This design comes from an exercise in tuning for small area, a short achievable clock period and few clock cycles on the open sky130 flow, not from production work. At most, simulation tests tie the RTL to the original design; equivalence was not proved. Only the layout flow was run in runs 1 and 7; the RTL was not checked for function there. No driver is modelled on the clock port, so clocking that relies on it looks cheaper here than on a real chip. No activity file was given, so power comes from the tool's default toggle rates.

==> design/flow/design.v <==
module fpp (
    input  wire         clk,
    input  wire         rst,           
    input  wire         in_valid,
    output wire         in_ready,
    input  wire [2:0]   in_kind,
    input  wire [7:0]   in_data,
    output wire [3:0]   status,
    output wire [6:0]   rxlen,
    output wire [191:0] sb             
);
    localparam [2:0] K_START = 3'd0;
    localparam [2:0] K_BYTE  = 3'd1;
    localparam [2:0] K_END   = 3'd2;
    localparam [2:0] K_ERROR = 3'd3;
    localparam [1:0] P_NF  = 2'd0;    
    localparam [1:0] P_INC = 2'd1;    
    localparam [1:0] P_CHK = 2'd2;    
    localparam [1:0] P_OK  = 2'd3;    
    reg [6:0]   rxlen_r;     
    reg [3:0]   status_r;
    reg [191:0] sb_r;
    reg [191:0] cand;        
    reg         clr;         
    reg         ldp;         
    reg         rdy;         
    reg         pbv;         
    reg [7:0]   pbd;         
    reg [1:0]   pst;
    reg         pok;         
    reg         prev42;      
    reg [4:0]   j;           
    reg [12:0]  acc;         
    reg         hi_ok;       
    assign in_ready = rdy;
    wire go      = in_valid & rdy;
    wire a_start = go & (in_kind == K_START);
    wire a_byte  = go & (in_kind == K_BYTE);
    wire a_end   = go & (in_kind == K_END);
    wire a_error = go & (in_kind == K_ERROR);
    wire a_parse = go & in_kind[2];
    wire infr  = (pst == P_INC);
    wire shift = clr | (pbv & infr & (j >= 5'd4) & (j < 5'd28));
    always @(posedge clk)
        if (shift)
            cand <= {cand[183:0], pbd & {8{~clr}}};
    wire load = ldp;
    integer k;
    always @(posedge clk)
        if (load)
            for (k = 0; k < 12; k = k + 1)
                sb_r[16*k +: 16] <= cand[191 - 16*k -: 16];
    reg [1:0] pst_n;
    always @* begin
        pst_n = pst;
        if (pbv) begin
            if (pst == P_NF && prev42 && pbd == 8'h4D)
                pst_n = P_INC;
            if (pst == P_INC && j == 5'd31)
                pst_n = (hi_ok && acc[7:0] == pbd) ? P_OK : P_CHK;
        end
        if (a_start || a_error)
            pst_n = P_NF;
    end
    always @(posedge clk) begin
        pbd <= in_data;
        if (rst) begin
            clr      <= 1'b1;
            ldp      <= 1'b0;
            rdy      <= 1'b0;
            j        <= 5'd0;
            rxlen_r  <= 7'd0;
            status_r <= 4'd0;
            pbv      <= 1'b0;
            pst      <= P_NF;
            pok      <= 1'b0;
            prev42   <= 1'b0;
        end else if (clr) begin
            j   <= j + 5'd1;
            ldp <= (j == 5'd23);
            if (ldp) begin
                clr <= 1'b0;
                rdy <= 1'b1;
            end
        end else begin
            ldp <= a_parse & pok;
            rdy <= ~(a_parse & pok);
            pbv <= a_byte & ~rxlen_r[6];
            pst <= pst_n;
            pok <= (pst_n == P_OK);
            if (pbv) begin
                prev42 <= (pbd == 8'h42);
                if (pst == P_NF) begin
                    j   <= 5'd2;
                    acc <= 13'h008F;     
                end else begin
                    j <= j + 5'd1;
                    if (j < 5'd30)
                        acc <= acc + {5'd0, pbd};
                    if (j == 5'd30)
                        hi_ok <= ({3'd0, acc[12:8]} == pbd);
                end
            end
            if (a_start) begin
                rxlen_r <= 7'd0;
                prev42  <= 1'b0;
            end
            if (a_byte && !rxlen_r[6])
                rxlen_r <= rxlen_r + 7'd1;
            if (a_end)
                status_r <= 4'd0;
            if (a_error) begin
                rxlen_r  <= 7'd0;
                status_r <= 4'd8;
            end
            if (a_parse)
                case (pst)
                    P_NF:    status_r <= 4'd4;
                    P_INC:   status_r <= 4'd5;
                    P_CHK:   status_r <= 4'd3;
                    default: status_r <= 4'd0;
                endcase
        end
    end
    assign status = status_r;
    assign rxlen  = rxlen_r;
    assign sb     = sb_r;
endmodule
==> design/flow/flow/run.sh <==
#!/bin/bash
# The standard layout (standard.sh) with three changes:
#  - the port buffers are buf_1 cells instead of the slow delay cells that
#    buffer_ports picks by default;
#  - the clock tree uses larger sink clusters of clkbuf_16 (fewer buffers);
#  - after CTS, the clock port drives the tree's second level directly and
#    the root buffer is removed (clk_root.tcl), one buffer fewer on every
#    register's clock path.
# Each step writes its full output to a log file of its own here.
set -euo pipefail
export BUFFER_PORTS_ARGS="-buffer_cell sky130_fd_sc_hd__buf_1"
export CTS_ARGS="-sink_clustering_enable -repair_clock_nets -buf_list sky130_fd_sc_hd__clkbuf_16 -sink_clustering_size 25 -sink_clustering_max_diameter 100 -sink_buffer_max_cap_derate 1.0"
bash standard.sh cts > make_to_cts.log 2>&1
R=orfs/results/${FLOW_PLATFORM}/fpp/base
ODB_IN=$R/4_1_cts.odb ODB_OUT=$R/4_1_cts.odb openroad -no_init -exit flow/clk_root.tcl > clk_root.log 2>&1
cp $R/4_1_cts.odb $R/4_cts.odb
bash standard.sh finish > make_finish.log 2>&1
==> design/flow/flow/clk_root.tcl <==
read_db $::env(ODB_IN)
set block [ord::get_db_block]
set clknet [[$block findBTerm clk] getNet]
set roots {}
foreach it [$clknet getITerms] { lappend roots $it }
if {[llength $roots] != 1} { puts "clock port drives [llength $roots] pins; nothing done"; write_db $::env(ODB_OUT); exit }
set root [[lindex $roots 0] getInst]
set rootnet ""
foreach it [$root getITerms] { if {[$it isOutputSignal]} { set rootnet [$it getNet] } }
set loads {}
set ok 1
foreach it [$rootnet getITerms] {
  if {![$it isInputSignal]} continue
  lappend loads $it
  if {![string match "sky130_fd_sc_hd__clkbuf*" [[[$it getInst] getMaster] getName]]} { set ok 0 }
}
if {!$ok || [llength $loads] > 4 || [llength $loads] == 0} { puts "root drives [llength $loads] pins (all buffers: $ok); nothing done"; write_db $::env(ODB_OUT); exit }
foreach it $loads { $it disconnect; $it connect $clknet }
puts "removed root [$root getName]: [llength $loads] buffers now driven by the clock port"
odb::dbInst_destroy $root
odb::dbNet_destroy $rootnet
write_db $::env(ODB_OUT)
==> design/flow/standard.sh <==
#!/bin/bash
# synth_recipe.tcl (not shown) runs the flow's synth.tcl, then flattens the netlist and writes it again
# the make line also repeats each setting of config.mk as NAME=value (left out here)
make -C /OpenROAD-flow-scripts/flow DESIGN_CONFIG=/design/flow/config.mk WORK_HOME=/design/flow/orfs CLKGATE_MAP_FILE= SYNTH_SCRIPT=/design/flow/synth_recipe.tcl "${@:-finish}"
==> design/flow/config.mk <==
export PLATFORM = sky130hd
export DESIGN_NAME = fpp
export DESIGN_NICKNAME = fpp
export VERILOG_FILES = /design/flow/design.v
export SDC_FILE = /design/flow/constraint.sdc
export NUM_CORES = 4
export LEC_CHECK = 0
export CAP_MARGIN = 20
export CORE_MARGIN = 2
export CORE_UTILIZATION = 55
export SETUP_SLACK_MARGIN = 3.75
export SLEW_MARGIN = 20
==> design/flow/constraint.sdc <==
create_clock -name core_clock -period 6.0 [get_ports {clk}]
set_input_delay 1.2000 -clock core_clock [delete_from_list [all_inputs] [get_ports {clk}]]
set_output_delay 1.2000 -clock core_clock [all_outputs]
set_load 0.01 [all_outputs]
==> flow_summary.json, run 1 <==
{
  "final_common_cell": "edfxtp_1",
  "total_power_uw": 4730,
  "dieArea_mm2": 0.0267,
  "cts.clk_slew.worst_paths_ns": 0.10,
  "max-slew-margin-rel_pct": 32.3,
  "slew_viol_final": 0,
  "rows": 58,
  "synth_flop_cell": "edfxtp_1",
  "synthArstFlopShare_pct": 0,
  "clockBufferDepth": 3,
  "viasPerCell": 5.16,
  "final_util_pct": 64.1,
  "dp_hpwl_mm": 14.4,
  "crit_type": "register to register",
  "clkPwrFrac_pct": 31.0,
  "critPathArrivalTime_ns": 2.42,
  "path_cells": "ha_2, inv_1, fa_1, nand2b_1, a21o_1, a21oi_4, nand3_1, mux2_1",
  "clk_latency_ns": 0.40,
  "hold_start": "cand[1]",
  "cap_violations": 0,
  "grt-ovfl-total": 0,
  "use_met2_pct": 28.3,
  "cts_tree": "built",
  "die_x_um": 163,
  "pin_count": 218,
  "drc": 0,
  "syn_avg_cell_area_um2": 21.3,
  "r2r_slack_ns": 3.72,
  "p_per_area_mw_per_mm2": 295,
  "ys_ff_latch": 430,
  "grt_max_degree": 193,
  "placedCellCount": 1197,
  "numCtsBuffers": 21,
  "dpl_worst_slack_ns": 3.10,
  "vias": 6404,
  "first_iter_violations": 603,
  "postSynthCellCount": 655,
  "end_kind": "register",
  "stdcell_count": 1241,
  "antennaDiodeCount": 0,
  "final.period_utilization_pct": 37.9,
  "layout_common_cells": "edfxtp_1 (398), buf_1 (156), buf_2 (61)",
  "start_kind": "register",
  "intPower_uw": 3860,
  "die_h_um": 163,
  "syn_area_mm2": 0.0140,
  "hold_class": "register to register",
  "cts_num_sinks": 430,
  "finalClockSkew_ns": 0.0279,
  "max_freq_mhz": 439,
  "grt_busiest_layer": "met2",
  "worst-r2r-cell-count": 8,
  "met1_usage_pct": 23.5,
  "rr_endpoint": "acc[10]",
  "place_congestion": 0.817,
  "port_buffers": 217,
  "grt_util_met3_pct": 2.54,
  "core_mm2": 0.0250,
  "rsz0062_at_grt": "yes",
  "cp_slowest_cell": "dfxtp_4",
  "fin_setup_tns_ns": 0,
  "yosysUniqueCellTypes": 48,
  "setup_viol": 0,
  "switching_share_pct": 18.4,
  "drive_gt1_share_pct": 12.6,
  "hold_viol": 0,
  "nets": 927,
  "routed_wl_mm": 22.8,
  "grt_pass1_wl_mm": 34.7,
  "synth_top_area_share_pct": 85.5,
  "r2r_start": "pbd[0]",
  "syn-num-nets": 685,
  "syn_to_final_growth_pct": 14.8,
  "fin_ws_ns": 3.72,
  "grt_use_total_pct": 16.8,
  "drt_first_pass_iters": 6,
  "p_leak_uw": 0.00592,
  "power_frac_comb_pct": 0.8,
  "clock-root-buffer": "clkbuf_16",
  "vdd_drop_max_mv": 0.239,
  "ctsHoldBuffers": 0,
  "crit_fanout": 5,
  "start_util_pct": 55.8,
  "yosysSeqAreaShare_pct": 90.1,
  "synth_edf_count": 398,
  "worst_pin_slew_ns": 1.02,
  "antenna_found_initial": 0,
  "p_sw_uw": 870,
  "synth_area_leaders": "edfxtp_1 (85%), dfxtp_1 (4.6%), ha_1 (1.3%)",
  "min_period_ns": 2.28,
  "ys_warn_count": 1,
  "h-tree-depth": 1,
  "sequentialPowerShare_pct": 68.3,
  "yosys.area.top_type": "edfxtp_1",
  "grt_pass1_vias": 6228,
  "crit_end": "acc[10]",
  "cpPeakStageDelay_ns": 0.39,
  "cp.required_ns": 6.14,
  "ant_nets": 0,
  "startpoint": "pbd[0]",
  "wire_per_inst_um": 18.4,
  "outcome": "timing/DRC/antenna clean"
}
-- cell type report --
type | count | area, um^2
flip-flops and latches | 430 | 12600
fillers | 1818 | 8990
multi-input cells | 204 | 1360
repair buffers | 228 | 1030
clock buffers | 20 | 500
well taps | 330 | 413
clock inverters | 16 | 76.3
inverters | 13 | 48.8
-- what timing repair did --
| item | 4_1_cts | 5_1_grt |
|---|---|---|
| setup buffers | 8 | 0 |
| pin swaps | 1 | 0 |
| cloned | 0 | 0 |
| resized for setup | 76 | 7 |
| setup endpoints to repair | 169 | 125 |
-- sequential cells by signal (all words and copies together) (netlist names) --
signal    count
cand        192
clr           1
pst           2
j             5
pbv           1
prev42        1
rdy           1
ldp           1
status_r      4
pok           1
hi_ok         1
rxlen_r       7
sb_r        192
pbd           8
acc          13
-- synth_stat cells (all sizes together) (6+ instances only) --
| cell | n |
|---|---|
| a21oi | 22 |
| dfxtp | 32 |
| edfxtp | 398 |
| ha | 15 |
| inv | 13 |
| nand2 | 15 |
| nand2b | 6 |
| nand3 | 9 |
| nor2 | 40 |
| nor2b | 9 |
| o21ai | 7 |
| or3 | 8 |
| xnor2 | 6 |
| xor2 | 6 |
-- kinds of logic after synthesis --
group,share of synthesized area (%)
flip-flops,90.1
buffers and inverters,0.573
XOR/XNOR,0.752
adder cells (fa/ha/maj),1.49
AO/OA/AOI/OAI,2.59
multiplexers,0.367
AND/OR/NAND/NOR,4.17
-- critical path: cells and delay by family, from the launching register on --
kind                     cells  cell delay [ns]
AO/OA/AOI/OAI                2             0.39
adder cells (fa/ha/maj)      2             0.58
buffers and inverters        1             0.05
flip-flops                   1             0.39
multiplexers                 1             0.32
AND/OR/NAND/NOR              2             0.30
-- worst min-delay path by stage --
| stage | endpoint | slack (ns) | depth (start not counted) |
|---|---|---|---|
| floorplan | sb_r[10] | 0.40 | 0 |
| global placement | sb_r[12] | 0.41 | 0 |
| detailed placement | sb_r[15] | 0.41 | 0 |
| CTS | sb_r[177] | 0.43 | 0 |
| global route | sb_r[177] | 0.44 | 0 |
| finish | sb_r[177] | 0.42 | 0 |
-- metrics by stage --
step	area, um^2	hold slack [ns]
finish	16000	0.424
global placement	15300	0.410
global route	16000	0.439
detailed placement	15300	0.405
CTS	16100	0.427
floorplan	14000	0.400
-- power by group through the flow --
stage / Sequential (uW) / Combinational, uW / Clock, uW
final: 3230 / 36.1 / 1460
after global routing: 3230 / 41.3 / 1610
after CTS: 3230 / 36.1 / 1550
after detailed placement: 3300 / 34.6 / 0
after global placement: 3300 / 34.4 / 0
after floorplan: 3300 / 25.8 / 0
-- metal layers --
| metal | wire, um | part of all wire (%) |
|---|---|---|
| met1 | 9470 | 42 |
| met2 | 11300 | 50 |
| met3 | 1510 | 6.6 |
| met4 | 483 | 2.1 |
| met5 | 0 | 0 |
==> run 2, diff against run 1 <==
--- a/design/flow/design.v
+++ b/design/flow/design.v
@@ -23,5 +23,5 @@
     reg [191:0] cand;        
     reg         clr;         
-    reg         ldp;         
+    reg         clr_ld;      
     reg         rdy;         
     reg         pbv;         
@@ -45,5 +45,5 @@
         if (shift)
             cand <= {cand[183:0], pbd & {8{~clr}}};
-    wire load = ldp;
+    wire load = clr_ld | (in_valid & in_kind[2] & pok);
     integer k;
     always @(posedge clk)
@@ -67,5 +67,5 @@
         if (rst) begin
             clr      <= 1'b1;
-            ldp      <= 1'b0;
+            clr_ld   <= 1'b0;
             rdy      <= 1'b0;
             j        <= 5'd0;
@@ -77,13 +77,11 @@
             prev42   <= 1'b0;
         end else if (clr) begin
-            j   <= j + 5'd1;
-            ldp <= (j == 5'd23);
-            if (ldp) begin
+            j      <= j + 5'd1;
+            clr_ld <= (j == 5'd23);
+            if (clr_ld) begin
                 clr <= 1'b0;
                 rdy <= 1'b1;
             end
         end else begin
-            ldp <= a_parse & pok;
-            rdy <= ~(a_parse & pok);
             pbv <= a_byte & ~rxlen_r[6];
             pst <= pst_n;
--- a/design/flow/config.mk
+++ b/design/flow/config.mk
@@ -9,4 +9,4 @@
 export CORE_MARGIN = 2
 export CORE_UTILIZATION = 55
-export SETUP_SLACK_MARGIN = 3.75
+export SETUP_SLACK_MARGIN = 3.85
 export SLEW_MARGIN = 20
==> flow_summary.json, run 2 <==
{
  "outcome": "timing/DRC/antenna clean",
  "final_util_pct": 66.0,
  "vias": 6635,
  "startpoint": "in_kind[0]",
  "place_congestion": 0.791,
  "clk_latency_ns": 0.41,
  "intPower_uw": 3870,
  "dp_hpwl_mm": 15.4,
  "clock-root-buffer": "clkbuf_16",
  "synth_area_leaders": "edfxtp_1 (85%), dfxtp_1 (4.6%), ha_1 (1.3%)",
  "cp.required_ns": 6.29,
  "worst_pin_slew_ns": 0.977,
  "start_util_pct": 55.9,
  "crit_end": "rxlen_r[5]",
  "layout_common_cells": "edfxtp_1 (398), clkbuf_2 (101), buf_1 (58)",
  "r2r_start": "pbd[0]",
  "placed_cell_area_mm2": 0.0154,
  "postSynthCellCount": 652,
  "switching_share_pct": 18.6,
  "yosysUniqueCellTypes": 53,
  "h-tree-depth": 1,
  "grt-ovfl-total": 0,
  "crit_type": "input port to register",
  "numCtsBuffers": 21,
  "cts.clk_slew.worst_paths_ns": 0.10,
  "max_freq_mhz": 436,
  "slew_viol_final": 0,
  "p_sw_uw": 884,
  "sequentialPowerShare_pct": 68.0,
  "pin_count": 218,
  "reg_top3": "cand x192, sb_r x192, acc x13",
  "drc": 0,
  "crit_fanout": 6,
  "drt_first_pass_iters": 4,
  "path_cells": "buf_8, xor2_1, or3_4, buf_4, a2111oi_4, xnor2_1, nor2_1",
  "fin_setup_tns_ns": 0,
  "end_kind": "register",
  "cts_num_sinks": 430,
  "final_common_cell": "edfxtp_1",
  "rows": 58,
  "viasPerCell": 5.31,
  "stdcell_count": 1249,
  "p_leak_uw": 0.00628,
  "rsz0062_at_grt": "yes",
  "synthTopCellsByCount": "edfxtp_1 (398), dfxtp_1 (32), nor2_1 (30), a21oi_1 (20), nand2_1 (19)",
  "grt_max_degree": 64,
  "drive_gt1_share_pct": 27.7,
  "final.period_utilization_pct": 38.2,
  "synth.most_common_cell": "edfxtp_1",
  "finalClockSkew_ns": 0.0247,
  "synth_top_area_share_pct": 84.9,
  "syn_avg_cell_area_um2": 21.6,
  "wire_per_inst_um": 20.5,
  "cpPeakStageDelay_ns": 0.44,
  "setup_viol": 0,
  "grt_pass1_wl_mm": 37.3,
  "routed_wl_mm": 25.6,
  "worst-r2r-cell-count": 8,
  "max-slew-margin-rel_pct": 34.8,
  "hold_viol": 0,
  "nets": 935,
  "die_h_um": 164,
  "placedCellCount": 1193,
  "syn_to_final_growth_pct": 18.1,
  "ys_ff_latch": 430,
  "synth_edf_count": 398,
  "critPathArrivalTime_ns": 2.59,
  "cap_violations": 0,
  "min_period_ns": 2.29,
  "dieArea_mm2": 0.0269,
  "die_x_um": 164,
  "final_area_mm2": 0.0166,
  "yosysSeqAreaShare_pct": 89.5,
  "clkPwrFrac_pct": 31.1,
  "cp_slowest_cell": "or3_4",
  "fin_ws_ns": 3.71,
  "hold_class": "register to register",
  "p_per_area_mw_per_mm2": 286,
  "ctsHoldBuffers": 0,
  "syn-num-nets": 682,
  "cp_num_cells": 7,
  "antennaDiodeCount": 0,
  "grt_pass1_vias": 6439,
  "first_iter_violations": 640,
  "core_mm2": 0.0252,
  "rr_endpoint": "acc[10]",
  "path_delay_family": "simple AND/OR/NAND/NOR gates",
  "clockBufferDepth": 3,
  "grt_use_total_pct": 18.3,
  "synthArstFlopShare_pct": 0,
  "syn_area_mm2": 0.0141,
  "start_kind": "input port",
  "r2r_slack_ns": 3.97,
  "yosys.area.top_type": "edfxtp_1",
  "vdd_drop_max_mv": 0.231,
  "ys_warn_count": 1,
  "dpl_worst_slack_ns": 2.67,
  "power_frac_comb_pct": 1.0,
  "port_buffers": 217,
  "cts_tree": "built",
  "ant_nets": 0,
  "worst-path-buf-inv": 2,
  "antenna_found_initial": 0,
  "synth_flop_cell": "edfxtp_1"
}
-- run 2: area by class of cell --
type | count | area (um^2)
multi-input cells | 204 | 1630
flip-flops and latches | 430 | 12600
fillers | 1762 | 8560
well taps | 330 | 413
clock buffers | 20 | 500
inverters | 13 | 48.8
clock inverters | 16 | 81.3
repair buffers | 236 | 1330
-- run 2: repair_timing --
action	4_1_cts	5_1_grt
endpoints found under the setup margin	523	472
gates resized for setup	102	131
buffers inserted	9	5
pin swaps	4	7
cloned	4	2
-- run 2: how the worst min path moves through the flow --
stage	start	endpoint	slack, ns	cells past startpoint
after floorplan	cand[186]	sb_r[10]	0.40	0
after global placement	cand[191]	sb_r[15]	0.40	0
after detailed placement	cand[190]	sb_r[14]	0.41	0
after CTS	cand[32]	cand[40]	0.44	0
after global routing	cand[19]	cand[27]	0.45	0
final	cand[187]	sb_r[11]	0.43	0
-- run 2: power groups by stage --
stage | clock network, uW | registers, uW | logic, uW
after floorplan | 0 | 3300 | 29.1
after CTS | 1550 | 3230 | 39.5
final | 1480 | 3230 | 45.3
after detailed placement | 0 | 3300 | 36.7
after global routing | 1620 | 3230 | 49.7
after global placement | 0 | 3300 | 34.7
-- run 2: kinds of logic (layout without fill, tap and decap cells) --
| group | after synthesis | count (layout) | share of synthesized area [%] |
|---|---|---|---|
| compound gates | 57 | 59 | 3.04 |
| flops | 430 | 430 | 89.5 |
| xor+xnor | 19 | 19 | 1.18 |
| buf+inv | 24 | 285 | 0.703 |
| fa+ha+maj | 16 | 16 | 1.48 |
| simple gates | 105 | 109 | 4.03 |
| mux | 1 | 1 | 0.0711 |
-- run 2: per-stage QoR --
step                      hold slack (ns)  total power (uW)
after floorplan                     0.400              3320
after global placement              0.402              3330
after detailed placement            0.410              3340
after CTS                           0.437              4820
after global routing                0.445              4900
final                               0.432              4750
-- run 2: worst reg2reg max path, cell delays in order, from the launching register on --
cell and delay [ns]:
dfxtp_4 0.38, ha_2 0.21, inv_1 0.07, fa_2 0.36
nor2b_4 0.16, o31ai_2 0.12, a211oi_2 0.27, xnor2_1 0.16
nor2_1 0.07
-- run 2: routing by layer --
| layer | wire, um | global-route usage [%] | share of wire, % |
|---|---|---|---|
| met5 | 0 | 0 | 0 |
| met4 | 429 | 3.71 | 1.7 |
| met3 | 1270 | 2.25 | 5.0 |
| met2 | 13000 | 31.1 | 51 |
| met1 | 10900 | 26.0 | 43 |
Testbench counts of run 2, summed over its fixed seeds: cycles 15,751.
==> run 3, diff against run 2 <==
--- a/design/flow/config.mk
+++ b/design/flow/config.mk
@@ -9,4 +9,4 @@
 export CORE_MARGIN = 2
 export CORE_UTILIZATION = 55
-export SETUP_SLACK_MARGIN = 3.85
+export SETUP_SLACK_MARGIN = 3.65
 export SLEW_MARGIN = 20
==> flow_summary.json, run 3 <==
{
  "outcome": "timing/DRC/antenna clean",
  "hold_viol": 0,
  "cts.clk_slew.worst_paths_ns": 0.10,
  "synth.most_common_cell": "edfxtp_1",
  "hold_class": "register to register",
  "yosysSeqAreaShare_pct": 89.5,
  "path_cells": "clkbuf_2, xor2_1, or3_4, a2111oi_4, xor2_1, nor2b_1",
  "cap_violations": 0,
  "max_freq_mhz": 437,
  "syn_area_mm2": 0.0141,
  "start_kind": "input port",
  "routed_wl_mm": 24.0,
  "critPathArrivalTime_ns": 2.62,
  "grt_pass1_vias": 6273,
  "fin_setup_tns_ns": 0,
  "pin_count": 218,
  "clockBufferDepth": 3,
  "clock-root-buffer": "clkbuf_16",
  "ctsHoldBuffers": 0,
  "worst-path-buf-inv": 1,
  "nets": 919,
  "layout_common_cells": "edfxtp_1 (398), buf_1 (216), dfxtp_1 (29)",
  "crit_fanout": 11,
  "syn-num-nets": 682,
  "grt-ovfl-total": 0,
  "first_iter_violations": 564,
  "synth_edf_count": 398,
  "place_congestion": 0.772,
  "syn_avg_cell_area_um2": 21.6,
  "crit_type": "input port to register",
  "grt_pass1_wl_mm": 35.5,
  "viasPerCell": 5.27,
  "cp.required_ns": 6.33,
  "die_h_um": 164,
  "worst_pin_slew_ns": 0.933,
  "min_period_ns": 2.29,
  "end_kind": "register",
  "p_leak_uw": 0.00571,
  "rsz0062_at_grt": "no",
  "cp_slowest_cell": "or3_4",
  "drc": 0,
  "slew_viol_final": 0,
  "syn_to_final_growth_pct": 14.3,
  "yosys.area.top_type": "edfxtp_1",
  "dp_hpwl_mm": 14.8,
  "cts_num_sinks": 430,
  "vias": 6503,
  "wire_per_inst_um": 19.4,
  "grt_max_degree": 125,
  "antenna_found_initial": 0,
  "core_mm2": 0.0252,
  "ys_warn_count": 1,
  "p_per_area_mw_per_mm2": 294,
  "h-tree-depth": 1,
  "port_buffers": 217,
  "ant_nets": 0,
  "start_util_pct": 55.9,
  "clk_latency_ns": 0.40,
  "total_power_uw": 4730,
  "synth_flop_cell": "edfxtp_1",
  "rows": 58,
  "placedCellCount": 1192,
  "yosysUniqueCellTypes": 53,
  "cts_tree": "built",
  "die_x_um": 164,
  "drive_gt1_share_pct": 6.20,
  "reg_top3": "cand x192, sb_r x192, acc x13",
  "vdd_drop_max_mv": 0.225,
  "synthArstFlopShare_pct": 0,
  "max-slew-margin-rel_pct": 37.8,
  "drt_first_pass_iters": 5,
  "stdcell_count": 1233,
  "synth_top_area_share_pct": 84.9,
  "final_common_cell": "edfxtp_1",
  "postSynthCellCount": 652,
  "final.period_utilization_pct": 38.1,
  "synth_area_leaders": "edfxtp_1 (85%), dfxtp_1 (4.6%), ha_1 (1.3%)",
  "ys_ff_latch": 430,
  "numCtsBuffers": 21,
  "cpPeakStageDelay_ns": 0.47,
  "dieArea_mm2": 0.0269,
  "synthTopCellsByCount": "edfxtp_1 (398), dfxtp_1 (32), nor2_1 (30), a21oi_1 (20), nand2_1 (19)",
  "finalClockSkew_ns": 0.0319,
  "grt_use_total_pct": 17.1,
  "critPathMostFrequentCell": "xor2_1",
  "setup_viol": 0,
  "path_delay_family": "simple AND/OR/NAND/NOR gates",
  "antennaDiodeCount": 0
}
## run 3: what timing repair did
item	in CTS	in global routing
setup buffers	0	1
pin swaps	2	2
cloned	2	2
endpoints found under the hold margin	0	0
endpoints found under the setup margin	229	245
resized for setup	7	12
## run 3: layout make-up
type | count | area (um^2)
multi-input cells | 201 | 1510
clock buffers | 20 | 500
clock inverters | 16 | 76.3
flip-flops and latches | 430 | 12600
fillers | 1789 | 9100
inverters | 13 | 48.8
well taps | 330 | 413
repair buffers | 223 | 943
## run 3: report_power, final
group	total (uW)	switching [uW]	internal (uW)
registers	3230	8.32	3220
logic	37.9	21.9	16.0
clock network	1460	837	622
total	4730	868	3860
## run 3: metrics by stage
| step | setup WS, ns | cell area [um^2] | hold WS [ns] | utilization, % |
|---|---|---|---|---|
| floorplan | 3.54 | 14200 | 0.400 | - |
| global placement | 2.76 | 15400 | 0.406 | 61.0 |
| detailed placement | 2.67 | 15400 | 0.407 | 61.0 |
| CTS | 3.66 | 16000 | 0.429 | 63.5 |
| global route | 3.65 | 16100 | 0.442 | 63.9 |
| finish | 3.71 | 16100 | 0.429 | 63.9 |
## run 3: cell families after synthesis
logic type	Yosys count	synth area share, %
flip-flops	430	89.5
multiplexers	1	0.0711
AND/OR/NAND/NOR	105	4.03
XOR/XNOR	19	1.18
AO/OA/AOI/OAI	57	3.04
buffers and inverters	24	0.703
adder cells (fa/ha/maj)	16	1.48
## run 3: worst paths after layout
kind	from	to	slack, ns	cells after the start
max	in_kind[0]	rxlen_r[3]	3.71	6
min	cand[191]	sb_r[15]	0.43	0
max reg2reg	pbd[2]	acc[10]	3.75	6
min reg2reg	cand[191]	sb_r[15]	0.43	0
## run 3: layer usage
layer  GRT usage [%]  share of wire (%)
met1            23.5                 42
met3            2.47                5.6
met4            3.55                1.5
met5               0                  0
met2            29.6                 51
==> run 4, diff against run 3 <==
--- a/design/flow/config.mk
+++ b/design/flow/config.mk
@@ -6,7 +6,8 @@
 export NUM_CORES = 4
 export LEC_CHECK = 0
+export ABC_CLOCK_PERIOD_IN_PS = 2200
 export CAP_MARGIN = 20
 export CORE_MARGIN = 2
 export CORE_UTILIZATION = 55
-export SETUP_SLACK_MARGIN = 3.65
+export SETUP_SLACK_MARGIN = 3.75
 export SLEW_MARGIN = 20
==> flow_summary.json, run 4 <==
{
  "outcome": "timing/DRC/antenna clean",
  "slew_viol_final": 0,
  "crit_type": "input port to register",
  "min_period_ns": 2.24,
  "final.period_utilization_pct": 37.3,
  "synthMuxAreaShare_pct": 0.0711,
  "worst_pin_slew_ns": 0.562,
  "cts_tree": "built",
  "antenna_found_initial": 0,
  "routed_wl_mm": 24.2,
  "viasPerCell": 5.23,
  "cap_violations": 0,
  "synthAdderAreaFrac_pct": 1.48,
  "synthArstFlopShare_pct": 0,
  "yosysUniqueCellTypes": 53,
  "hold_class": "register to register",
  "clock-root-buffer": "clkbuf_16",
  "synth_top_family_by_area": "simple AND/OR/NAND/NOR gates",
  "grt-ovfl-total": 0,
  "drt_first_pass_iters": 4,
  "ys_warn_count": 1,
  "cts.clk_slew.worst_paths_ns": 0.10,
  "nets": 929,
  "start_util_pct": 55.9,
  "grt_max_degree": 73,
  "layout_common_cells": "edfxtp_1 (398), buf_1 (149), buf_2 (64)",
  "synth-simple-area-share_pct": 4.03,
  "max_freq_mhz": 447,
  "port_buffers": 217,
  "setup_viol": 0,
  "synth.most_common_cell": "edfxtp_1",
  "synth_compound_area_share_pct": 3.04,
  "numCtsBuffers": 21,
  "critPathArrivalTime_ns": 2.52,
  "ys_ff_latch": 430,
  "fin_setup_tns_ns": 0,
  "first_iter_violations": 534,
  "cp.required_ns": 6.28,
  "yosys.area.top_type": "edfxtp_1",
  "yosysSeqAreaShare_pct": 89.5,
  "max-slew-margin-rel_pct": 62.5,
  "clockBufferDepth": 3,
  "syn-num-nets": 682,
  "antennaDiodeCount": 0,
  "syn_area_mm2": 0.0141,
  "postSynthCellCount": 652,
  "drive_gt1_share_pct": 16.0,
  "hold_viol": 0,
  "ctsHoldBuffers": 0,
  "rsz0062_at_grt": "yes",
  "synth_edf_count": 398,
  "p_per_area_mw_per_mm2": 290,
  "grt_pass1_vias": 6302,
  "core_mm2": 0.0252,
  "dieArea_mm2": 0.0269,
  "syn_to_final_growth_pct": 16.0,
  "grt_pass1_wl_mm": 35.8,
  "vias": 6460,
  "clk_latency_ns": 0.40,
  "placedCellCount": 1191,
  "pin_count": 218,
  "synth_area_leaders": "edfxtp_1 (85%), dfxtp_1 (4.6%), ha_1 (1.3%)",
  "syn_avg_cell_area_um2": 21.6,
  "cts_num_sinks": 430,
  "drc": 0,
  "reg_top3": "cand x192, sb_r x192, acc x13",
  "wire_per_inst_um": 19.6,
  "synth_flop_cell": "edfxtp_1",
  "dp_hpwl_mm": 14.5,
  "finalClockSkew_ns": 0.0275,
  "grt_use_total_pct": 17.4,
  "h-tree-depth": 1,
  "rows": 58,
  "final_area_mm2": 0.0163,
  "vdd_drop_max_mv": 0.292,
  "die_h_um": 164,
  "die_x_um": 164,
  "stdcell_count": 1235,
  "crit_fanout": 4,
  "start_kind": "input port",
  "synthTopCellsByCount": "edfxtp_1 (398), dfxtp_1 (32), nor2_1 (30), a21oi_1 (20), nand2_1 (19)",
  "end_kind": "register",
  "place_congestion": 0.794,
  "ant_nets": 0,
  "final_common_cell": "edfxtp_1",
  "placed_cell_area_mm2": 0.0154,
  "synth_xor_xnor_area_share_pct": 1.18,
  "p_leak_uw": 0.00594,
  "synth_top_area_share_pct": 84.9
}
-- run 4: power by group --
group | leakage, uW | internal, uW | switching (uW) | total [uW]
registers | 0.00454 | 3220 | 7.83 | 3230
clock network | 0.000293 | 618 | 842 | 1460
logic | 0.00111 | 18.6 | 23.7 | 42.3
-- run 4: cells by family (layout without fill, tap and decap cells) --
family          Yosys count  in the layout
compound gates           57             59
xor+xnor                 19             19
fa+ha+maj                16             16
buf+inv                  24            274
flops                   430            430
mux                       1              1
simple gates            105            106
-- run 4: worst max-delay path: stages --
cell       delay (ns)
buf_8            0.10
xor2_1           0.14
or3_4            0.37
buf_12           0.15
a2111oi_4        0.34
xnor2_1          0.15
nor2_1           0.07
-- run 4: stage by stage --
step	total power, uW	setup WS [ns]	hold slack (ns)	utilization, %
after floorplan	3320	3.55	0.400	-
after global placement	3330	2.97	0.408	61.0
after detailed placement	3340	2.88	0.407	61.0
after CTS	4810	3.65	0.429	64.3
after global routing	4880	3.74	0.423	64.8
final	4730	3.76	0.428	64.8
-- run 4: final cells by class --
| cell class | count | area, um^2 |
|---|---|---|
| clock buffer | 20 | 500 |
| sequential | 430 | 12600 |
| timing repair buffer | 233 | 1170 |
| inverter | 13 | 48.8 |
| multi-input combinational | 201 | 1530 |
| fill | 1803 | 8860 |
| tap | 330 | 413 |
| clock inverter | 8 | 51.3 |
-- run 4: what timing repair did --
item                                   in CTS  in global routing
endpoints found under the hold margin       0                  0
gates resized for setup                    76                 28
pin swaps                                   1                  5
cloned                                      4                  3
setup endpoints to repair                 469                236
buffers inserted                            6                  3
-- run 4: path summary, 6_finish.rpt --
path | from | end | slack, ns | depth (start not counted)
worst max register to register | pbd[0] | acc[12] | 3.86 | 8
worst min register to register | cand[188] | sb_r[12] | 0.43 | 0
worst min-delay path | cand[188] | sb_r[12] | 0.43 | 0
worst max-delay path | in_kind[0] | rxlen_r[5] | 3.76 | 7
-- run 4: layer usage --
| metal | global-route usage, % | share of wire [%] | up-vias |
|---|---|---|---|
| met2 | 29.1 | 50 | 165 |
| met4 | 5.50 | 3.2 | 0 |
| met5 | 0 | 0 | - |
| met3 | 2.68 | 5.6 | 35 |
| li1 | - | - | 3033 |
| met1 | 23.9 | 42 | 3227 |
==> run 5, diff against run 4 <==
--- a/design/flow/config.mk
+++ b/design/flow/config.mk
@@ -6,8 +6,7 @@
 export NUM_CORES = 4
 export LEC_CHECK = 0
-export ABC_CLOCK_PERIOD_IN_PS = 2200
 export CAP_MARGIN = 20
 export CORE_MARGIN = 2
-export CORE_UTILIZATION = 55
+export CORE_UTILIZATION = 65
 export SETUP_SLACK_MARGIN = 3.75
 export SLEW_MARGIN = 20
==> flow_summary.json, run 5 <==
{
  "final_common_cell": "edfxtp_1",
  "pin_count": 218,
  "yosys.area.top_type": "edfxtp_1",
  "drive_gt1_share_pct": 13.9,
  "postSynthCellCount": 652,
  "synth.most_common_cell": "edfxtp_1",
  "critPathArrivalTime_ns": 2.57,
  "ant_nets": 0,
  "synth_area_leaders": "edfxtp_1 (85%), dfxtp_1 (4.6%), ha_1 (1.3%)",
  "final_area_mm2": 0.0161,
  "antennaDiodeCount": 0,
  "cts_tree": "built",
  "nets": 924,
  "ctsHoldBuffers": 0,
  "layout_common_cells": "edfxtp_1 (398), buf_1 (164), buf_2 (44)",
  "min_period_ns": 2.23,
  "ys_warn_count": 1,
  "routed_wl_mm": 23.5,
  "antenna_found_initial": 0,
  "clock-root-buffer": "clkbuf_16",
  "p_leak_uw": 0.00585,
  "grt-ovfl-total": 0,
  "first_iter_violations": 424,
  "grt_max_degree": 193,
  "clockBufferDepth": 3,
  "crit_fanout": 6,
  "fin_ws_ns": 3.77,
  "slew_viol_final": 0,
  "outcome": "timing/DRC/antenna clean",
  "port_buffers": 217,
  "numCtsBuffers": 21,
  "hold_class": "register to register",
  "core_mm2": 0.0212,
  "start_util_pct": 66.5,
  "seq_area_mm2": 0.0126,
  "ys_ff_latch": 430,
  "synth_flop_cell": "edfxtp_1",
  "syn_avg_cell_area_um2": 21.6,
  "syn-num-nets": 682,
  "hold_viol": 0,
  "rsz0062_at_grt": "yes",
  "syn_area_mm2": 0.0141,
  "syn_to_final_growth_pct": 14.8,
  "cts.clk_slew.worst_paths_ns": 0.10,
  "startpoint": "in_kind[1]",
  "finalClockSkew_ns": 0.0182,
  "clk_latency_ns": 0.39,
  "rows": 53,
  "cp.required_ns": 6.33,
  "p_per_area_mw_per_mm2": 291,
  "multiInputGateArea_mm2": 0.00154,
  "worst_pin_slew_ns": 0.932,
  "reg_top3": "cand x192, sb_r x192, acc x13",
  "fin_setup_tns_ns": 0,
  "dp_hpwl_mm": 14.8,
  "drc": 0,
  "setup_viol": 0,
  "viasPerCell": 5.58,
  "grt_use_total_pct": 20.2,
  "synth_edf_count": 398,
  "die_x_um": 151,
  "die_h_um": 151,
  "final.period_utilization_pct": 37.2,
  "grt_pass1_vias": 6308,
  "end_kind": "register",
  "drt_first_pass_iters": 5,
  "cap_violations": 0,
  "wire_per_inst_um": 20.0,
  "synthTopCellsByCount": "edfxtp_1 (398), dfxtp_1 (32), nor2_1 (30), a21oi_1 (20), nand2_1 (19)",
  "vdd_drop_max_mv": 0.360,
  "synth_top_area_share_pct": 84.9,
  "dieArea_mm2": 0.0228,
  "max_freq_mhz": 448,
  "start_kind": "input port",
  "placed_cell_area_mm2": 0.0153,
  "place_congestion": 0.823,
  "grt_pass1_wl_mm": 35.0,
  "synthArstFlopShare_pct": 0,
  "yosysSeqAreaShare_pct": 89.5,
  "max-slew-margin-rel_pct": 37.9,
  "hold_start": "cand[191]",
  "h-tree-depth": 1,
  "cts_num_sinks": 430,
  "dpl_worst_slack_ns": 2.66,
  "yosysUniqueCellTypes": 53,
  "r2r_start": "pbd[0]",
  "vias": 6551,
  "crit_type": "input port to register",
  "num-fill-cells": 1174
}
==> run 5: cell counts after synthesis <==
No cell type changed its count.
==> run 5: worst max-delay path, stage by stage <==
cell,delay (ns)
buf_8,0.10
xor2_2,0.17
or3_4,0.41
a2111oi_4,0.37
xor2_1,0.16
nor2b_1,0.14
==> run 5: worst paths after layout <==
kind                endpoint  slack, ns  cells after the start
hold reg to reg     sb_r[15]       0.42                      0
hold / removal      sb_r[15]       0.42                      0
setup reg to reg     acc[10]       3.88                      8
setup / recovery  rxlen_r[3]       3.77                      6
==> run 5: cells by family after synthesis <==
| kind of cell | Yosys count | share of synthesized area, % |
|---|---|---|
| AO/OA/AOI/OAI | 57 | 3.04 |
| XOR/XNOR | 19 | 1.18 |
| adder cells (fa/ha/maj) | 16 | 1.48 |
| flip-flops | 430 | 89.5 |
| buffers and inverters | 24 | 0.703 |
| AND/OR/NAND/NOR | 105 | 4.03 |
| multiplexers | 1 | 0.0711 |
==> run 5: timing repair <==
action,in CTS,in global routing
setup endpoints to repair,233,188
resized for setup,73,29
cloned,2,1
pin swaps,1,5
setup buffers,6,0
hold endpoints to repair,0,0
==> run 5: final cells by class <==
class,count,area share (%)
clock buffers,20,3.10
clock inverters,8,0.287
inverters,13,0.302
multi-input cells,201,9.55
flip-flops and latches,430,78.1
well taps,275,2.13
repair buffers,228,6.52
==> run 5: power breakdown <==
group / leakage [uW] / internal, uW / switching [uW]
registers: 0.00454 / 3220 / 7.80
clock network: 0.000294 / 615 / 814
logic: 0.00101 / 18.6 / 23.7
total: 0.00585 / 3850 / 845
==> run 5: through the flow <==
| step | std cells | hold slack [ns] | util [%] | total power, uW |
|---|---|---|---|---|
| after floorplan | 652 | 0.400 | - | 3320 |
| after global placement | 1138 | 0.408 | 72.3 | 3330 |
| after detailed placement | 1138 | 0.405 | 72.3 | 3340 |
| after CTS | 1175 | 0.424 | 75.9 | 4770 |
| after global routing | 1175 | 0.434 | 76.3 | 4830 |
| final | 1175 | 0.424 | 76.3 | 4700 |
==> run 5: routing by layer <==
| metal | up-vias | wire length, um | track usage [%] |
|---|---|---|---|
| li1 | 3012 | - | - |
| met1 | 3242 | 9030 | 27.0 |
| met2 | 245 | 12500 | 35.2 |
| met3 | 52 | 1310 | 2.59 |
| met4 | 0 | 680 | 6.12 |
| met5 | - | 0 | 0 |
==> run 6, diff against run 5 <==
--- a/design/flow/config.mk
+++ b/design/flow/config.mk
@@ -8,5 +8,5 @@
 export CAP_MARGIN = 20
 export CORE_MARGIN = 2
-export CORE_UTILIZATION = 65
+export CORE_UTILIZATION = 55
 export SETUP_SLACK_MARGIN = 3.75
 export SLEW_MARGIN = 20
==> flow_summary.json, run 6 <==
{
  "grt_max_degree": 73,
  "rows": 58,
  "start_util_pct": 55.9,
  "crit_type": "input port to register",
  "rr_endpoint": "acc[12]",
  "dp_hpwl_mm": 14.5,
  "power_frac_comb_pct": 0.9,
  "viasPerCell": 5.23,
  "worst-r2r-cell-count": 8,
  "syn_avg_cell_area_um2": 21.6,
  "synth_compound_area_share_pct": 3.04,
  "outcome": "timing/DRC/antenna clean",
  "critPathArrivalTime_ns": 2.52,
  "grt_util_met3_pct": 2.68,
  "synth-simple-area-share_pct": 4.03,
  "antennaDiodeCount": 0,
  "hold_class": "register to register",
  "crit_end": "rxlen_r[5]",
  "postSynthCellCount": 652,
  "core_mm2": 0.0252,
  "drc": 0,
  "r2r_slack_ns": 3.86,
  "start_kind": "input port",
  "yosysUniqueCellTypes": 53,
  "syn-num-nets": 682,
  "clock-root-buffer": "clkbuf_16",
  "final.period_utilization_pct": 37.3,
  "synth_xor_xnor_area_share_pct": 1.18,
  "place_congestion": 0.794,
  "max-slew-margin-rel_pct": 62.5,
  "synth_edf_count": 398,
  "first_iter_violations": 534,
  "cp.required_ns": 6.28,
  "met1_usage_pct": 23.9,
  "grt-ovfl-total": 0,
  "cap_violations": 0,
  "reg_top3": "cand x192, sb_r x192, acc x13",
  "grt_busiest_layer": "met2",
  "min_period_ns": 2.24,
  "switching_share_pct": 18.5,
  "synthAdderAreaFrac_pct": 1.48,
  "grt_pass1_wl_mm": 35.8,
  "layout_common_cells": "edfxtp_1 (398), buf_1 (149), buf_2 (64)",
  "drt_first_pass_iters": 4,
  "crit_fanout": 4,
  "syn_area_mm2": 0.0141,
  "port_buffers": 217,
  "cts_num_sinks": 430,
  "cpPeakStageDelay_ns": 0.37,
  "synth_area_leaders": "edfxtp_1 (85%), dfxtp_1 (4.6%), ha_1 (1.3%)",
  "drive_gt1_share_pct": 16.0,
  "synthMuxAreaShare_pct": 0.0711,
  "wire_per_inst_um": 19.6,
  "r2r_start": "pbd[0]",
  "yosys.area.top_type": "edfxtp_1",
  "startpoint": "in_kind[0]",
  "use_met2_pct": 29.1,
  "synth_top_family_by_area": "simple AND/OR/NAND/NOR gates",
  "nets": 929,
  "clk_latency_ns": 0.40,
  "vdd_drop_max_mv": 0.292,
  "hold_viol": 0,
  "synth_flop_cell": "edfxtp_1",
  "p_leak_uw": 0.00594,
  "h-tree-depth": 1,
  "final_common_cell": "edfxtp_1",
  "path_cells": "buf_8, xor2_1, or3_4, buf_12, a2111oi_4, xnor2_1, nor2_1",
  "ys_ff_latch": 430,
  "clkPwrFrac_pct": 30.8,
  "numCtsBuffers": 21,
  "pin_count": 218,
  "intPower_uw": 3860,
  "end_kind": "register",
  "slew_viol_final": 0,
  "grt_use_total_pct": 17.4,
  "ctsHoldBuffers": 0,
  "stdcell_count": 1235,
  "setup_viol": 0,
  "syn_to_final_growth_pct": 16.0,
  "fin_setup_tns_ns": 0,
  "antenna_found_initial": 0,
  "max_freq_mhz": 447,
  "sequentialPowerShare_pct": 68.3,
  "clockBufferDepth": 3,
  "die_x_um": 164,
  "cp_slowest_cell": "or3_4",
  "synth_top_area_share_pct": 84.9,
  "die_h_um": 164,
  "ys_warn_count": 1,
  "cts_tree": "built",
  "finalClockSkew_ns": 0.0275,
  "synthTopCellsByCount": "edfxtp_1 (398), dfxtp_1 (32), nor2_1 (30), a21oi_1 (20), nand2_1 (19)",
  "worst_pin_slew_ns": 0.562,
  "p_sw_uw": 873,
  "vias": 6460,
  "grt_pass1_vias": 6302,
  "ant_nets": 0,
  "cts.clk_slew.worst_paths_ns": 0.10,
  "rsz0062_at_grt": "yes",
  "routed_wl_mm": 24.2,
  "yosysSeqAreaShare_pct": 89.5,
  "dieArea_mm2": 0.0269,
  "placedCellCount": 1191,
  "synth.most_common_cell": "edfxtp_1",
  "synthArstFlopShare_pct": 0,
  "p_per_area_mw_per_mm2": 290
}
run 6: layout make-up:
class,count,area [um^2]
clock inverter,8,51.3
multi-input combinational,201,1530
inverter,13,48.8
clock buffer,20,500
sequential,430,12600
fill,1803,8860
timing repair buffer,233,1170
tap,330,413
run 6: how the worst min path moves through the flow:
stage | cells after the start | slack, ns | to | startpoint
6_report | 0 | 0.43 | sb_r[12] | cand[188]
5_1_grt | 0 | 0.42 | sb_r[182] | cand[6]
4_1_cts | 0 | 0.43 | sb_r[12] | cand[188]
3_5_place_dp | 0 | 0.41 | sb_r[12] | cand[188]
3_3_place_gp | 0 | 0.41 | sb_r[13] | cand[189]
2_1_floorplan | 0 | 0.40 | sb_r[10] | cand[186]
run 6: power by group through the flow:
stage | clock network [uW] | logic (uW) | registers, uW
2_1_floorplan | 0 | 27.8 | 3300
3_3_place_gp | 0 | 34.8 | 3300
3_5_place_dp | 0 | 36.3 | 3300
4_1_cts | 1540 | 37.2 | 3230
5_1_grt | 1600 | 47.4 | 3230
6_report | 1460 | 42.3 | 3230
run 6: repair_timing:
action | in CTS | in global routing
setup buffers | 6 | 3
pin swaps | 1 | 5
setup endpoints to repair | 469 | 236
gates cloned | 4 | 3
gates resized for setup | 76 | 28
run 6: cells by family (layout without fill, tap and decap cells):
group | after synthesis | count (layout)
and+or+nand+nor | 105 | 106
muxes | 1 | 1
buffers and inverters | 24 | 274
AOI/OAI and AO/OA | 57 | 59
adders and majority gates | 16 | 16
DFF | 430 | 430
xor gates and xnor gates | 19 | 19
run 6: worst max-delay path, delay by kind of cell:
kind                      cells  cell delay, ns
buffers and inverters         2            0.25
AOI/OAI and AO/OA             1            0.34
xor gates and xnor gates      2            0.29
and+or+nand+nor               2            0.44
run 6: routing by layer:
| layer | wire length (um) | vias up |
|---|---|---|
| li1 | - | 3033 |
| met1 | 10100 | 3227 |
| met2 | 12000 | 165 |
| met3 | 1360 | 35 |
| met4 | 772 | 0 |
| met5 | 0 | - |
run 6: per-stage QoR:
stage	util [%]	hold slack, ns	setup WS [ns]	total power [uW]	area, um^2
final	64.8	0.428	3.76	4730	16300
after global routing	64.8	0.423	3.74	4880	16300
after CTS	64.3	0.429	3.65	4810	16200
after detailed placement	61.0	0.407	2.88	3340	15400
after global placement	61.0	0.408	2.97	3330	15400
after floorplan	-	0.400	3.55	3320	14200
==> run 7, diff against run 6 <==
--- a/design/flow/design.v
+++ b/design/flow/design.v
@@ -63,4 +63,9 @@
             pst_n = P_NF;
     end
+    always @(posedge clk)
+        if (pst == P_NF)
+            acc <= 13'h008F;             
+        else
+            acc <= acc + {5'd0, pbd & {8{pbv & (j < 5'd30)}}};
     always @(posedge clk) begin
         pbd <= in_data;
@@ -90,10 +95,7 @@
                 prev42 <= (pbd == 8'h42);
                 if (pst == P_NF) begin
-                    j   <= 5'd2;
-                    acc <= 13'h008F;     
+                    j <= 5'd2;
                 end else begin
                     j <= j + 5'd1;
-                    if (j < 5'd30)
-                        acc <= acc + {5'd0, pbd};
                     if (j == 5'd30)
                         hi_ok <= ({3'd0, acc[12:8]} == pbd);
--- a/design/flow/config.mk
+++ b/design/flow/config.mk
@@ -8,5 +8,5 @@
 export CAP_MARGIN = 20
 export CORE_MARGIN = 2
-export CORE_UTILIZATION = 55
+export CORE_UTILIZATION = 65
 export SETUP_SLACK_MARGIN = 3.75
 export SLEW_MARGIN = 20
==> flow_summary.json, run 7 <==
{
  "placedCellCount": 1157,
  "grt_pass1_vias": 6381,
  "postSynthCellCount": 671,
  "crit_type": "register to register",
  "clock-root-buffer": "clkbuf_16",
  "rsz0062_at_grt": "yes",
  "synth_xor_xnor_area_share_pct": 1.19,
  "grt_pass1_wl_mm": 37.1,
  "p_per_area_mw_per_mm2": 290,
  "first_iter_violations": 460,
  "grt_max_degree": 141,
  "setup_viol": 0,
  "yosys.area.top_type": "edfxtp_1",
  "vias": 6797,
  "start_kind": "register",
  "wire_per_inst_um": 21.4,
  "max_freq_mhz": 427,
  "syn-num-nets": 701,
  "synthMuxAreaShare_pct": 0.161,
  "worst_pin_slew_ns": 0.716,
  "antennaDiodeCount": 0,
  "outcome": "timing/DRC/antenna clean",
  "final_common_cell": "edfxtp_1",
  "synth-simple-area-share_pct": 4.72,
  "final.period_utilization_pct": 39.0,
  "final_util_pct": 77.1,
  "core_mm2": 0.0211,
  "synthArstFlopShare_pct": 0,
  "viasPerCell": 5.60,
  "grt-ovfl-total": 0,
  "numCtsBuffers": 21,
  "hold_path_depth": 0,
  "layout_common_cells": "edfxtp_1 (385), buf_1 (170), buf_2 (44)",
  "die_x_um": 151,
  "hold_viol": 0,
  "routed_wl_mm": 26.0,
  "hold_class": "register to register",
  "finalClockSkew_ns": 0.0222,
  "reg_top3": "cand x192, sb_r x192, acc x13",
  "synth.most_common_cell": "edfxtp_1",
  "rr_endpoint": "acc[12]",
  "synth_top_area_share_pct": 82.6,
  "whs_endpoint": "sb_r[15]",
  "grt_use_total_pct": 21.8,
  "ant_nets": 0,
  "yosysUniqueCellTypes": 51,
  "pin_count": 218,
  "nets": 955,
  "total_power_uw": 4720,
  "syn_to_final_growth_pct": 16.1,
  "synth_compound_area_share_pct": 2.96,
  "antenna_found_initial": 0,
  "startpoint": "j[4]",
  "drive_gt1_share_pct": 15.2,
  "ys_ff_latch": 430,
  "critPathArrivalTime_ns": 2.61,
  "clk_latency_ns": 0.40,
  "crit_fanout": 4,
  "h-tree-depth": 1,
  "hold_start": "cand[191]",
  "fin_setup_tns_ns": 0,
  "rows": 53,
  "slew_viol_final": 0,
  "cts.clk_slew.worst_paths_ns": 0.10,
  "port_buffers": 217,
  "yosysSeqAreaShare_pct": 89.0,
  "r2r_start": "j[4]",
  "end_kind": "register",
  "p_leak_uw": 0.00606,
  "synthTopCellsByCount": "edfxtp_1 (385), dfxtp_1 (45), nor2_1 (29), a21oi_1 (23), nand2_1 (20)",
  "drt_first_pass_iters": 5,
  "synthAdderAreaFrac_pct": 1.48,
  "clockBufferDepth": 3,
  "worst-r2r-cell-count": 9,
  "max-slew-margin-rel_pct": 52.2,
  "start_util_pct": 66.4,
  "r2r_slack_ns": 3.66,
  "dp_hpwl_mm": 15.2,
  "syn_area_mm2": 0.0140,
  "stdcell_count": 1214,
  "drc": 0,
  "synth_edf_count": 385,
  "cts_num_sinks": 430,
  "syn_avg_cell_area_um2": 20.9,
  "vdd_drop_max_mv": 0.243,
  "dieArea_mm2": 0.0227,
  "cts_tree": "built",
  "synth_flop_cell": "edfxtp_1",
  "synth_top_family_by_area": "simple AND/OR/NAND/NOR gates",
  "ctsHoldBuffers": 0,
  "synth_area_leaders": "edfxtp_1 (83%), dfxtp_1 (6.4%), ha_1 (1.3%)",
  "die_h_um": 151,
  "cp.required_ns": 6.27,
  "ys_warn_count": 1,
  "place_congestion": 0.832,
  "min_period_ns": 2.34,
  "cap_violations": 0
}
run 7: stage by stage:
stage	area [um^2]	hold WS (ns)	worst slack [ns]
final	16300	0.429	3.66
after global routing	16300	0.437	3.54
after CTS	16100	0.429	3.66
after detailed placement	15200	0.405	2.69
after global placement	15200	0.401	2.81
after floorplan	14100	0.400	3.55
run 7: cell families (layout without fill, tap and decap cells):
| logic type | count (synthesis) | after routing |
|---|---|---|
| buffers and inverters | 18 | 282 |
| AOI/OAI and AO/OA | 64 | 65 |
| xor gates and xnor gates | 19 | 19 |
| DFF | 430 | 430 |
| and+or+nand+nor | 122 | 125 |
| adders and majority gates | 16 | 16 |
| muxes | 2 | 2 |
run 7: repair_timing:
item | 4_1_cts | 5_1_grt
resized for setup | 79 | 25
pin swaps | 15 | 11
cloned | 3 | 2
setup buffers | 12 | 4
setup endpoints to repair | 413 | 295
hold endpoints to repair | 0 | 0
run 7: layout make-up:
class,count,area [um^2]
multi-input cells,227,1710
repair buffers,238,1100
inverters,8,30.0
well taps,275,344
clock inverters,16,81.3
clock buffers,20,500
flip-flops and latches,430,12500
fillers,1197,4830
run 7: metal layers:
metal	track usage, %	vias to the layer above	wire [um]
met3	2.74	32	1570
met4	5.65	0	525
met1	30.8	3370	10500
met2	37.0	280	13400
met5	0	-	0
li1	-	3115	-
run 7: power by group:
group | switching [uW] | internal, uW
registers | 7.48 | 3210
logic | 13.1 | 11.7
clock network | 856 | 625
total | 877 | 3850
run 7: how the worst max path moves through the flow:
stage	to	slack, ns	depth (start not counted)
CTS	acc[12]	3.66	9
finish	acc[12]	3.66	9
global placement	sb_r[179]	2.81	4
floorplan	sb_r[0]	3.55	2
detailed placement	sb_r[187]	2.69	4
global route	acc[6]	3.54	9
run 7: critical path, stage by stage, from the launching register on:
cell      delay [ns]
dfxtp_4         0.36
nand4_1         0.19
and3_1          0.26
ha_2            0.18
fa_2            0.37
a211oi_4        0.29
o211ai_1        0.19
nand4_1         0.16
xor2_1          0.15
nor2_1          0.05
==> run 8, diff against run 7 <==
--- a/design/flow/design.v
+++ b/design/flow/design.v
@@ -63,9 +63,4 @@
             pst_n = P_NF;
     end
-    always @(posedge clk)
-        if (pst == P_NF)
-            acc <= 13'h008F;             
-        else
-            acc <= acc + {5'd0, pbd & {8{pbv & (j < 5'd30)}}};
     always @(posedge clk) begin
         pbd <= in_data;
@@ -95,7 +90,10 @@
                 prev42 <= (pbd == 8'h42);
                 if (pst == P_NF) begin
-                    j <= 5'd2;
+                    j   <= 5'd2;
+                    acc <= 13'h008F;     
                 end else begin
                     j <= j + 5'd1;
+                    if (j < 5'd30)
+                        acc <= acc + {5'd0, pbd};
                     if (j == 5'd30)
                         hi_ok <= ({3'd0, acc[12:8]} == pbd);
--- a/design/flow/flow/run.sh
+++ b/design/flow/flow/run.sh
@@ -1,10 +1,12 @@
 #!/bin/bash
-# The standard layout (standard.sh) with three changes:
+# The standard layout (standard.sh) with these changes:
 #  - the port buffers are buf_1 cells instead of the slow delay cells that
 #    buffer_ports picks by default;
 #  - the clock tree uses larger sink clusters of clkbuf_16 (fewer buffers);
 #  - after CTS, the clock port drives the tree's second level directly and
-#    the root buffer is removed (clk_root.tcl), one buffer fewer on every
-#    register's clock path.
+#    the root buffer is removed (clk_root.tcl), and each second-level
+#    buffer is split in two, each half near its loads (clk_split.tcl): the
+#    port drives 4 buffers, and every register still has the same number
+#    of buffers on its clock path.
 # Each step writes its full output to a log file of its own here.
 set -euo pipefail
@@ -14,4 +16,5 @@
 R=orfs/results/${FLOW_PLATFORM}/fpp/base
 ODB_IN=$R/4_1_cts.odb ODB_OUT=$R/4_1_cts.odb openroad -no_init -exit flow/clk_root.tcl > clk_root.log 2>&1
+ODB_IN=$R/4_1_cts.odb ODB_OUT=$R/4_1_cts.odb openroad -no_init -exit flow/clk_split.tcl > clk_split.log 2>&1
 cp $R/4_1_cts.odb $R/4_cts.odb
 bash standard.sh finish > make_finish.log 2>&1
==> design/flow/flow/clk_split.tcl (new file) <==
read_db $::env(ODB_IN)
set block [ord::get_db_block]
set clknet [[$block findBTerm clk] getNet]
set mids {}
foreach it [$clknet getITerms] { lappend mids [$it getInst] }
if {[llength $mids] > 2} { puts "port drives [llength $mids] pins; nothing done"; write_db $::env(ODB_OUT); exit }
proc centroid {its} {
  set sx 0; set sy 0
  foreach it $its { set b [[$it getInst] getBBox]; set sx [expr {$sx + ([$b xMin] + [$b xMax]) / 2}]; set sy [expr {$sy + ([$b yMin] + [$b yMax]) / 2}] }
  return [list [expr {$sx / [llength $its]}] [expr {$sy / [llength $its]}]]
}
set n 0
foreach mid $mids {
  set out ""
  foreach it [$mid getITerms] { if {[$it isOutputSignal]} { set out [$it getNet] } }
  set loads {}
  foreach it [$out getITerms] { if {[$it isInputSignal]} { lappend loads $it } }
  if {[llength $loads] < 4} continue
  set xs {}; set ys {}
  foreach it $loads { set b [[$it getInst] getBBox]; lappend xs [$b xMin]; lappend ys [$b yMin] }
  set dx [expr {[tcl::mathfunc::max {*}$xs] - [tcl::mathfunc::min {*}$xs]}]
  set dy [expr {[tcl::mathfunc::max {*}$ys] - [tcl::mathfunc::min {*}$ys]}]
  set key [expr {$dx >= $dy ? "xMin" : "yMin"}]
  set sorted [lsort -command [list apply {{key a b} { expr {[[[$a getInst] getBBox] $key] - [[[$b getInst] getBBox] $key]} }} $key] $loads]
  set h [expr {[llength $sorted] / 2}]
  set keep [lrange $sorted 0 [expr {$h - 1}]]
  set move [lrange $sorted $h end]
  set master [$mid getMaster]
  set nb [odb::dbInst_create $block $master "clkbuf_split_${n}_clk"]
  set nn [odb::dbNet_create $block "clknet_split_${n}_clk"]
  $nn setSigType CLOCK
  foreach it [$nb getITerms] {
    if {[$it isOutputSignal]} { $it connect $nn } elseif {[$it isInputSignal]} { $it connect $clknet }
  }
  foreach it $move { $it disconnect; $it connect $nn }
  lassign [centroid $move] x y
  $nb setLocation [expr {$x - [$master getWidth] / 2}] [expr {$y - [$master getHeight] / 2}]
  $nb setPlacementStatus PLACED
  lassign [centroid $keep] x y
  $mid setLocation [expr {$x - [$master getWidth] / 2}] [expr {$y - [$master getHeight] / 2}]
  puts "split [$mid getName]: [llength $keep] loads kept, [llength $move] moved to [$nb getName]"
  incr n
}
detailed_placement
check_placement
write_db $::env(ODB_OUT)
--- a/design/flow/config.mk
+++ b/design/flow/config.mk
@@ -8,5 +8,5 @@
 export CAP_MARGIN = 20
 export CORE_MARGIN = 2
-export CORE_UTILIZATION = 65
+export CORE_UTILIZATION = 55
 export SETUP_SLACK_MARGIN = 3.75
 export SLEW_MARGIN = 20
==> flow_summary.json, run 8 <==
{
  "worst_pin_slew_ns": 0.561,
  "max-slew-margin-rel_pct": 62.6,
  "ys_warn_count": 1,
  "synth_area_leaders": "edfxtp_1 (85%), dfxtp_1 (4.6%), ha_1 (1.3%)",
  "min_period_ns": 2.30,
  "hold_viol": 0,
  "die_x_um": 164,
  "rows": 58,
  "hold_class": "register to register",
  "outcome": "timing/DRC/antenna clean",
  "sequentialPowerShare_pct": 67.4,
  "syn_avg_cell_area_um2": 21.6,
  "switching_share_pct": 18.2,
  "start_util_pct": 55.9,
  "synth.most_common_cell": "edfxtp_1",
  "multiInputGateArea_mm2": 0.00154,
  "drc": 0,
  "syn_area_mm2": 0.0141,
  "grt_pass1_vias": 6301,
  "p_sw_uw": 871,
  "cts_num_sinks": 430,
  "synth_edf_count": 398,
  "fin_setup_tns_ns": 0,
  "grt_max_degree": 73,
  "first_iter_violations": 523,
  "clock-root-buffer": "clkbuf_16",
  "yosysSeqAreaShare_pct": 89.5,
  "path_delay_family": "simple AND/OR/NAND/NOR gates",
  "dp_hpwl_mm": 14.5,
  "wire_per_inst_um": 19.7,
  "clkPwrFrac_pct": 31.7,
  "vias": 6491,
  "startpoint": "in_kind[0]",
  "path_cells": "buf_8, xor2_1, or3_4, buf_12, a2111oi_4, xnor2_1, nor2_1",
  "h-tree-depth": 1,
  "dieArea_mm2": 0.0269,
  "max_freq_mhz": 435,
  "crit_fanout": 4,
  "grt_use_total_pct": 17.7,
  "nets": 931,
  "hold_start": "cand[6]",
  "synthTopCellsByCount": "edfxtp_1 (398), dfxtp_1 (32), nor2_1 (30), a21oi_1 (20), nand2_1 (19)",
  "p_leak_uw": 0.00597,
  "postSynthCellCount": 652,
  "cts.clk_slew.worst_paths_ns": 0.10,
  "p_per_area_mw_per_mm2": 293,
  "reg_top3": "cand x192, sb_r x192, acc x13",
  "synth_top_area_share_pct": 84.9,
  "antenna_found_initial": 0,
  "total_power_uw": 4790,
  "finalClockSkew_ns": 0.0521,
  "yosys.area.top_type": "edfxtp_1",
  "slew_viol_final": 0,
  "grt_pass1_wl_mm": 35.9,
  "power_frac_comb_pct": 0.9,
  "end_kind": "register",
  "cp_slowest_cell": "or3_4",
  "clockBufferDepth": 3,
  "start_kind": "input port",
  "syn-num-nets": 682,
  "port_buffers": 217,
  "final.period_utilization_pct": 38.3,
  "grt-ovfl-total": 0,
  "antennaDiodeCount": 0,
  "final_common_cell": "edfxtp_1",
  "pin_count": 218,
  "core_mm2": 0.0252,
  "routed_wl_mm": 24.4,
  "syn_to_final_growth_pct": 16.4,
  "drt_first_pass_iters": 4,
  "worst-path-buf-inv": 2,
  "cpPeakStageDelay_ns": 0.37,
  "intPower_uw": 3920,
  "cts_tree": "built",
  "ant_nets": 0,
  "numCtsBuffers": 21,
  "r2r_start": "j[2]",
  "critPathArrivalTime_ns": 2.53,
  "vdd_drop_max_mv": 0.293,
  "setup_viol": 0,
  "rsz0062_at_grt": "yes",
  "die_h_um": 164,
  "clk_latency_ns": 0.34,
  "layout_common_cells": "edfxtp_1 (398), buf_1 (149), buf_2 (64)",
  "cap_violations": 0,
  "synth_flop_cell": "edfxtp_1",
  "drive_gt1_share_pct": 16.2,
  "yosysUniqueCellTypes": 53,
  "num-fill-cells": 1793,
  "seq_area_mm2": 0.0126,
  "cp.required_ns": 6.23,
  "viasPerCell": 5.25,
  "place_congestion": 0.794,
  "synthArstFlopShare_pct": 0,
  "crit_type": "input port to register",
  "ys_ff_latch": 430
}
[run 8: power groups by stage]
stage,clock (uW),combinational (uW),sequential (uW)
finish,1520,42.3,3230
global placement,0,34.8,3300
detailed placement,0,36.3,3300
CTS,1540,37.2,3230
floorplan,0,27.8,3300
global route,1660,47.3,3230
[run 8: worst paths after layout]
kind	end	slack (ns)	cells after the start
setup / recovery	rxlen_r[5]	3.70	7
setup reg to reg	cand[150]	3.83	3
hold / removal	sb_r[182]	0.40	0
hold reg to reg	sb_r[182]	0.40	0
[run 8: cell type report]
class	instances	share of cell area, %
Sequential cell	430	77.0
Multi-Input combinational cell	201	9.40
Timing Repair Buffer	233	7.15
Clock buffer	20	3.06
Tap cell	330	2.52
Clock inverter	8	0.313
Buffer	2	0.306
Inverter	13	0.298
[run 8: per-stage QoR]
step | hold slack, ns | cell area (um^2) | setup WS (ns) | util, % | std cells
CTS | 0.429 | 16200 | 3.65 | 64.3 | 1230
global placement | 0.408 | 15400 | 2.97 | 61.0 | 1191
floorplan | 0.400 | 14200 | 3.55 | - | 652
detailed placement | 0.407 | 15400 | 2.88 | 61.0 | 1191
finish | 0.403 | 16400 | 3.70 | 65.1 | 1237
global route | 0.395 | 16400 | 3.67 | 65.1 | 1237
[run 8: logic make-up after synthesis]
| kind of cell | share of synthesized area (%) |
|---|---|
| mux | 0.0711 |
| flops | 89.5 |
| compound gates | 3.04 |
| xor+xnor | 1.18 |
| simple gates | 4.03 |
| fa+ha+maj | 1.48 |
| buf+inv | 0.703 |
[run 8: layer usage]
layer | up-vias | wire length (um) | global-route usage, %
met5 | - | 0 | 0
met4 | 0 | 610 | 4.82
met3 | 36 | 1470 | 3.96
met2 | 180 | 12200 | 29.4
met1 | 3243 | 10100 | 23.8
li1 | 3032 | - | -
[run 8: repair_timing]
action | in CTS | in global routing
hold buffers | 0 | 0
gates resized for setup | 76 | 29
setup buffers | 6 | 3
pin swaps | 1 | 6
cloned | 4 | 3
setup endpoints to repair | 469 | 238
Testbench counts of run 8, summed over its fixed seeds: cycles 15,751.

## afterwards: timing with drivers on the ports
No port has a modelled driver above. Below, the same layouts with a new extraction and two added sets of constraints.
Step 1, drivers: a clkbuf_16 drives clk and a buf_2 each remaining input, both assumed.
Step 2, shift: input delay + t, output delay - t, t = (earliest + latest rising clock arrival at the registers) / 2. This alone moves slack from input paths to output paths.
a / b / c = no drivers / after step 1 / after step 2; a / b = the first two.
run	t (ns)	slack for setup (ns)	latest minus earliest clock arrival (ns)	worst slew at a driven data input, ns
run 1	0.440	3.723 / 3.723 / 3.485	0.029 / 0.028	0.03
run 2	0.457	3.707 / 3.716 / 3.259	0.027 / 0.028	0.07
run 3	0.445	3.713 / 3.745 / 3.303	0.034 / 0.034	0.03
run 4	0.445	3.764 / 3.758 / 3.341	0.028 / 0.028	0.05
run 5	0.448	3.765 / 3.775 / 3.334	0.024 / 0.024	0.07
run 6	0.445	3.764 / 3.758 / 3.341	0.028 / 0.028	0.05
run 7	0.455	3.658 / 3.658 / 3.381	0.027 / 0.027	0.06
run 8	0.418	3.702 / 3.762 / 3.343	0.053 / 0.053	0.05
After both steps every run listed still meets setup and hold. The setup slack of run 2, which loses most, moves by +0.009 ns with the drivers and by -0.448 ns with both steps.
